What follows belongs to an exercise in optimizing a design on an open flow for small area and a short achievable clock period; a production flow would make more cautious choices. Function was checked by simulation only, so behaviour that the tests miss may differ from the original. No activity file was given, so power comes from the tool's default toggle rates.

the reference run:
## mremu_duart_ic
module mremu_duart_ic (
    input  wire        clk,
    input  wire        rst,
    input  wire        op_valid,
    input  wire [3:0]  op_code,
    input  wire [3:0]  op_addr,
    input  wire [7:0]  op_data,
    input  wire [2:0]  op_src,
    output reg         rd_valid,
    output reg  [7:0]  rd_data,
    output reg  [2:0]  ipl,
    input  wire        rx_a_valid,
    input  wire [7:0]  rx_a_data,
    input  wire        rx_b_valid,
    input  wire [7:0]  rx_b_data,
    input  wire        ip_we,
    input  wire [7:0]  ip_data,
    input  wire [7:1]  ext_irq,
    input  wire [55:0] ext_vec,
    output reg         tx_valid,
    output reg         tx_chan,
    output reg  [7:0]  tx_data,
    output wire [7:0]  op_pins
);
clock: 10.0 ns
lec_check: 0
abc_area: 1
cap_margin: 20
core_margin: 2
core_utilization: 60
slew_margin: 20
synth_memory_max_bits: 8192
tns_end_percent: 100
standard.sh (not shown) runs the stock make flow with config.mk's settings and CLKGATE_MAP_FILE= SYNTH_SCRIPT=/design/flow/synth_recipe.tcl, a recipe that flattens the netlist after the stock synthesis.
==> flow/flow/run.sh <==
#!/bin/bash
# Layout flow: the standard ORFS flow (standard.sh, unchanged synthesis)
# with three changes to how the layout is made:
#  - timing repair aims at a 6.6 ns setup margin, i.e. below the 10 ns period
#    that the constraints require (which are left as they are);
#  - the clock tree uses clkbuf_16 throughout, with sink clusters of up to 30
#    flip-flops within 60 um;
#  - the port buffers (every input and output still gets one) are buf_2.
# Make's full output goes to flow.log here; each ORFS step also writes its
# own log under orfs/logs/.
set -euo pipefail
CTS="-sink_clustering_enable -repair_clock_nets"
CTS="$CTS -root_buf sky130_fd_sc_hd__clkbuf_16 -tree_buf sky130_fd_sc_hd__clkbuf_16"
CTS="$CTS -sink_clustering_buffer sky130_fd_sc_hd__clkbuf_16 -buf_list {sky130_fd_sc_hd__clkbuf_16}"
CTS="$CTS -sink_clustering_size 30 -sink_clustering_max_diameter 60"
bash standard.sh \
  SETUP_SLACK_MARGIN=6.6 \
  "BUFFER_PORTS_ARGS=-buffer_cell sky130_fd_sc_hd__buf_2" \
  "CTS_ARGS=$CTS" \
  finish > flow.log 2>&1
#### Input delta (the trial run over the reference run)
--- a/flow/design.v
+++ b/flow/design.v
@@ -25,30 +25,21 @@
     reg  [7:0] count;
     reg  [2:0] phase;
     reg  [7:0] head [0:7];
     reg  [7:0] hv;                
     reg  [7:0] stg  [0:7];
     reg  [7:0] sv;                
-    reg  [7:0] p_data;
-    reg  [2:0] p_slot;
-    reg        ph_q, ps_q;
-    reg  [7:0] rf_wdata;
-    reg  [2:0] rf_wslot;
-    reg        rf_wq;
     reg        fl_q;              
     reg  [4:0] fl_row;            
     reg        fl_lap;
     reg  [4:0] rf_row;            
     reg        rf_lap;
     reg  [7:0] win;               
     reg  empty, c_lt8, c_eq8, c_gt8, c_full, c_gt2;
     assign mr_rdata  = mr_ptr ? mr1 : mr0;
-    wire [2:0] rd_slot   = rd_ptr[2:0];
-    assign rhr_rdata = empty ? 8'h00 :
-                       (rf_wq && rf_wslot == rd_slot) ? rf_wdata :
-                       (ph_q && p_slot == rd_slot) ? p_data : head[rd_slot];
+    assign rhr_rdata = empty ? 8'h00 : head[rd_ptr[2:0]];
     assign status    = {4'b0000, tx_en, tx_en, c_gt2, !empty};
     assign poll      = {!empty, tx_en};
     assign tx_en_o   = tx_en;
     wire [3:0] cmd = wdata[7:4];
     reg rx_en_cmd, tx_en_cmd;
     always @(*) begin
@@ -60,17 +51,14 @@
         else if (wdata[3]) tx_en_cmd = 1'b0;
     end
     wire fifo_clear = wr_cr && (cmd == 4'h2);
     wire rx_en_after = fifo_clear ? 1'b0 : (wr_cr ? rx_en_cmd : rx_en);
     wire       do_pop    = rd_rhr && !empty;
     wire       rx_ok     = rx_valid && rx_en_after;
-    wire       cmd_ok    = (cmd != 4'h2) && (wdata[0] || (!wdata[1] && rx_en));
-    wire       push_head = rx_valid && (wr_cr ? (cmd_ok && c_lt8)
-                                              : (rx_en && (c_lt8 || (c_eq8 && rd_rhr))));
-    wire       push_stg  = rx_valid && (wr_cr ? (cmd_ok && !c_lt8 && !c_full)
-                                              : (rx_en && (rd_rhr ? c_gt8 : (!c_lt8 && !c_full))));
+    wire       push_head = rx_ok && (c_lt8 || (c_eq8 && rd_rhr));
+    wire       push_stg  = rx_ok && (rd_rhr ? c_gt8 : (!c_lt8 && !c_full));
     wire       do_push   = push_head || push_stg;
     wire [2:0] wr_slot   = wr_ptr[2:0];
     reg  [7:0] count_inc, count_dec;
     integer k;
     always @(*) begin
         for (k = 0; k < 8; k = k + 1) begin
@@ -89,23 +77,24 @@
     wire [5:0] rd_lane_next = (rd_lane[4:0] == 5'd30) ? {!rd_lane[5], 5'd0} : rd_lane + 6'd1;
     wire [8:0] wr_inc = (wr_ptr[2:0] == 3'd7) ? {wr_lane_next, 3'd0} : {wr_lane, wr_ptr[2:0] + 3'd1};
     wire [8:0] rd_inc = (rd_ptr[2:0] == 3'd7) ? {rd_lane_next, 3'd0} : {rd_lane, rd_ptr[2:0] + 3'd1};
     wire [5:0] rdi_lane      = rd_inc[8:3];
     wire [5:0] rdi_lane_next = (rdi_lane[4:0] == 5'd30) ? {!rdi_lane[5], 5'd0} : rdi_lane + 6'd1;
     wire [2:0] r       = phase;
-    wire [7:0] stg_out = (ps_q && p_slot == r) ? p_data : stg[r];
+    wire [7:0] stg_out = stg[r];
     wire [2:0] rl       = rd_ptr[2:0];
     wire       ref_pop  = (r == rl) && c_gt8;              
     wire       ref_idle = (r != rl) && !hv[r] && win[r];
     wire       ref_en   = !fifo_clear && (ref_idle || (ref_pop && do_pop));
     wire       bypass   = fl_q && (fl_row == rf_row) && (fl_lap == rf_lap);
     wire [2:0] r1        = phase + 3'd1;
     wire       stg_r1    = push_stg && (wr_slot == r1);
-    wire [5:0] fl_next   = (r1 <= wr_ptr[2:0]) ? wr_lane : wr_lane_prev;
+    wire [5:0] pend_row  = (r1 < wr_ptr[2:0]) ? wr_lane : wr_lane_prev;
     wire [5:0] rf_row0   = (r1 > rd_ptr[2:0]) ? rd_lane : rd_lane_next;
     wire [5:0] rf_row1   = (r1 > rd_inc[2:0]) ? rdi_lane : rdi_lane_next;
+    wire [5:0] rf_rowc   = (r1 != 3'd0) ? 6'd0 : 6'd1;
     wire [7:0] lane_out [0:30];
     genvar a;
     generate
         for (a = 0; a < 31; a = a + 1) begin : g_lane
             reg [63:0] sh;
             wire ins = fl_q && (fl_row == a);
@@ -166,36 +155,23 @@
                     win[i] <= c_gt8;
                 if (push_head && wr_slot == i)
                     win[i] <= 1'b1;
             end
             fl_q <= !fifo_clear && (stg_r1 || sv[r1]);
         end
-        {fl_lap, fl_row} <= fl_next;
-        {rf_lap, rf_row} <= do_pop ? rf_row1 : rf_row0;
+        {fl_lap, fl_row} <= stg_r1 ? wr_lane : pend_row;
+        {rf_lap, rf_row} <= fifo_clear ? rf_rowc : (do_pop ? rf_row1 : rf_row0);
     end
     always @(posedge clk) begin
-        p_data   <= rx_data;
-        p_slot   <= wr_slot;
-        rf_wdata <= ref_data;
-        rf_wslot <= r;
-        if (rst) begin
-            ph_q  <= 1'b0;
-            ps_q  <= 1'b0;
-            rf_wq <= 1'b0;
-        end else begin
-            ph_q  <= push_head;
-            ps_q  <= push_stg;
-            rf_wq <= ref_en;
-        end
         for (i = 0; i < 8; i = i + 1) begin
-            if (ph_q && p_slot == i)
-                head[i] <= p_data;
-            else if (rf_wq && rf_wslot == i)
-                head[i] <= rf_wdata;
-            if (ps_q && p_slot == i)
-                stg[i] <= p_data;
+            if (push_head && wr_slot == i)
+                head[i] <= rx_data;
+            else if (ref_en && r == i)
+                head[i] <= ref_data;
+            if (push_stg && wr_slot == i)
+                stg[i] <= rx_data;
         end
     end
     always @(posedge clk) begin
         if (rst) begin
             rx_en  <= 1'b0;
             tx_en  <= 1'b0;
Results
As of the trial run, highest clock rate had fallen by a few percent compared to the reference run.
Clock network fraction of total power ends up lower on the reference run.
The reference run → the trial run: synthesized cell count fell 197; shortest period the worst path allows rose 0.17 ns; leakage component of the power rose about 3%; worst relative slew slack fell 17 points; peak per-stage delay on the critical path rose 0.07 ns.
Compared with the reference run, the trial run shows synthesized area that has gone down slightly.

## re-timing with driven ports
The flow's constraints put no driver on any port. The routed layouts listed below were extracted and timed again, unchanged, in two steps.
Step 1: set_driving_cell puts a clkbuf_16 on clk and a buf_2 on each other input, an assumption about the parent block.
Step 2 also shifts input and output timing later by t, the mid clock arrival at the registers, as if the neighbouring blocks saw the same clock.
a / b / c = ideal ports / drivers / drivers and shift; a / b = the first two.
| run | shift t [ns] | slack for setup (ns) | hold slack, ns | worst register clock-pin slew, ns | pins driven straight from the clock port |
|---|---|---|---|---|---|
| the reference run | 0.933 | 6.565 / 6.565 / 5.661 | 0.303 / 0.303 / 0.303 | 0.11 / 0.11 | 1 |
| the trial run | 0.947 | 6.393 / 6.389 / 5.442 | 0.304 / 0.304 / 0.304 | 0.11 / 0.11 | 1 |
After both steps setup and hold are still met in every run listed. For the trial run, which loses most, drivers alone change the setup slack by -0.004 ns; drivers and shift together by -0.951 ns.
